Source: an optimization exercise on an open RTL-to-GDS flow (aim: small area, a short achievable clock period and few clock cycles). Production flows keep margins and buffers that such runs may drop.
The RTL was checked by simulation tests, not by an equivalence proof against the original design.
Power and IR drop assume default switching activity.

Setup of 06-11:
==> flow/design.v (excerpt) <==
module pec_temp_core (
    input  wire        clk,
    input  wire        rst,       
    input  wire        req,
    input  wire        we,
    input  wire [5:0]  addr,      
    input  wire [1:0]  size,      
    input  wire [3:0]  be,        
    input  wire [31:0] wdata,
    output wire        ready,
    output reg  [31:0] rdata,
    output wire        err
);
    localparam [3:0] CODE_NONE = 4'd0, CODE_OK = 4'd1, CODE_PEC = 4'd2,
                     CODE_LEN = 4'd3, CODE_REG = 4'd4, CODE_CMD = 4'd5;
    reg [7:0]  crc_q;
    reg [7:0]  rx0, rx1, rx2;        
    reg [2:0]  rxcnt;
    reg        fbv;                  
    reg [7:0]  fb1, fb3, fb4, fpec;  
    reg        cv;                   
    reg [15:0] raw_q;                
    reg [63:0] tf64_q;               
    reg        pend1, pend2;         
    reg        tver;
    reg [3:0]  code;
    reg [7:0]  lastop;
    wire bus_err = (size != 2'd2) || (addr[1:0] != 2'b00) || (we && (be != 4'hF));
    assign err = bus_err;
    wire rd_f64 = !we && (addr[5:3] == 3'b101);        
    assign ready = !((pend1 || pend2) && rd_f64);
    wire acc    = req && !bus_err;                      
  ...
Settings: LEC_CHECK=0, ABC_AREA=1, CAP_MARGIN=20, CORE_MARGIN=2, CORE_UTILIZATION=30, SLEW_MARGIN=20; clock period 36.0 ns.
standard.sh (not shown) runs the stock make flow with config.mk's settings and CLKGATE_MAP_FILE= SYNTH_SCRIPT=/design/flow/synth_recipe.tcl, a recipe that flattens the netlist after the stock synthesis.
==> flow/flow/run.sh <==
#!/bin/bash
# Own layout flow: the standard flow (standard.sh, all ORFS steps unchanged) with
#  - the combinational logic mapped by ABC for area (no full-adder extraction),
#  - every port buffered (as the standard flow does) with buf_2 instead of the
#    default port buffer cell,
#  - repair_timing asked for extra setup slack, so that it sizes up the
#    critical paths (the clock period and constraints are the standard flow's, unchanged).
# Each step's full output goes to a log file in this folder.
set -euo pipefail
work=$PWD
rm -rf "$work/scripts_area"
cp -r "$FLOW_HOME/scripts" "$work/scripts_area"
printf 'strash\ndch -f\nmap -a\ntopo\nstime -c\n' > "$work/scripts_area/abc_area.script"
export SCRIPTS_DIR="$work/scripts_area"
export ADDER_MAP_FILE=
export SETUP_SLACK_MARGIN=20.0
export BUFFER_PORTS_ARGS="-buffer_cell sky130_fd_sc_hd__buf_2"
bash standard.sh synth > "$work/log_synth.txt" 2>&1
bash standard.sh floorplan > "$work/log_floorplan.txt" 2>&1
bash standard.sh place > "$work/log_place.txt" 2>&1
bash standard.sh cts > "$work/log_cts.txt" 2>&1
bash standard.sh route > "$work/log_route.txt" 2>&1
bash standard.sh finish > "$work/log_finish.txt" 2>&1
Testbench counts of 06-11, summed over its fixed seeds: cycles 30,641.
Input changes introduced in 03-04 (baseline for comparison: 06-11):
- a change of CORE_UTILIZATION from 30 to 50
==> comparison <==
Comparing non-clock buffer count for 06-11 and 03-04, the bigger number came from 06-11.
Slowest cell on the critical path: nor2_2 -> 06-11, a311oi_2 -> 03-04
06-11 → 03-04: cell leakage power now smaller, overall die area now smaller.
Looking at sequential share of layout area, 03-04 sits 0.60 points higher than 06-11 does.
03-04 has finished layout cell area below what 06-11 had.
On 03-04: synthesis-to-finish area growth is 2.7 points lower than what 06-11 gave.
Side by side, non-filler instance count after layout turned out lower in 03-04 than in 06-11.

---

Another version of the RTL of pec_temp_core (not shown whole).
For scale: about 2,200 cells after synthesis, roughly 160 flip-flops, about 82 I/O pins, about 0.015 mm² of cells after synthesis.
Settings: LEC_CHECK=0, ABC_AREA=1, CAP_MARGIN=20, CORE_MARGIN=2, CORE_UTILIZATION=50, CTS_BUF_LIST=sky130_fd_sc_hd__clkbuf_4 sky130_fd_sc_hd__clkbuf_8, SLEW_MARGIN=20; clock period 36.0 ns.
==> flow/flow/run.sh <==
#!/bin/bash
# Own layout flow: the standard flow (standard.sh, all ORFS steps unchanged) with
#  - the combinational logic optimised and mapped by ABC for area (no full-adder
#    extraction),
#  - every port buffered (as the standard flow does) with buf_2 instead of the
#    default port buffer cell,
#  - repair_timing asked for extra setup slack, so that it sizes up the
#    critical paths (the clock period and constraints are the standard flow's, unchanged).
# Each step's full output goes to a log file in this folder.
set -euo pipefail
work=$PWD
rm -rf "$work/scripts_area"
cp -r "$FLOW_HOME/scripts" "$work/scripts_area"
printf 'strash\n&get -n\n&deepsyn -T 60\n&put\ndch -f\namap -F 5\ntopo\nstime -c\n' > "$work/scripts_area/abc_area.script"
export SCRIPTS_DIR="$work/scripts_area"
export ADDER_MAP_FILE=
export SETUP_SLACK_MARGIN=20.0
export BUFFER_PORTS_ARGS="-buffer_cell sky130_fd_sc_hd__buf_2"
bash standard.sh synth > "$work/log_synth.txt" 2>&1
bash standard.sh floorplan > "$work/log_floorplan.txt" 2>&1
bash standard.sh place > "$work/log_place.txt" 2>&1
bash standard.sh cts > "$work/log_cts.txt" 2>&1
bash standard.sh route > "$work/log_route.txt" 2>&1
bash standard.sh finish > "$work/log_finish.txt" 2>&1
Testbench counts at the start, summed over its fixed seeds: cycles 30,641.
==> next run, changes <==
- CTS_BUF_LIST: sky130_fd_sc_hd__clkbuf_4 sky130_fd_sc_hd__clkbuf_8 -> default
What happened:
- cell count is about the same
- critical path depth does not change
- fmax is higher slightly
- worst setup slack gets better by 0.056 ns
- routed wire length stays flat
- count of clock-buffer cells in the layout does not change
- sequential power barely changes
- sequential share of layout area is lower by 0.38 points

==> afterwards: timing with drivers on the ports <==
Ports are ideal in the flow. The routed layouts listed here were re-timed in OpenROAD. Step 1, drivers: a clkbuf_16 drives clk and a buf_2 each remaining input, both assumed. Step 2 moves the port delays by t, midway between the first and last clock arrival at a register: inputs arrive t later, outputs are due t later. That takes back most of the time a late clock gives input paths. a / b / c = no drivers / after step 1 / after step 2; a / b = the first two.
| run | shift t [ns] | setup slack, ns | worst setup path at the end | latest minus earliest clock arrival (ns) | pins driven straight from the clock port |
|---|---|---|---|---|---|
| 06-11 | 0.519 | 19.984 / 19.953 / 19.953 | input to output | 0.020 / 0.020 | 1 |
| 03-04 | 0.496 | 19.971 / 19.951 / 19.951 | input to output | 0.018 / 0.019 | 1 |
| the first run of note 2 | 0.525 | 19.908 / 19.853 / 19.853 | input to output | 0.018 / 0.018 | 1 |
| the second run of note 2 | 0.494 | 19.963 / 19.893 / 19.893 | input to output | 0.013 / 0.012 | 1 |
After both steps setup and hold are still met in every run listed. The setup slack of the second run of note 2, which loses most, moves by -0.070 ns with the drivers and by -0.070 ns with both steps.
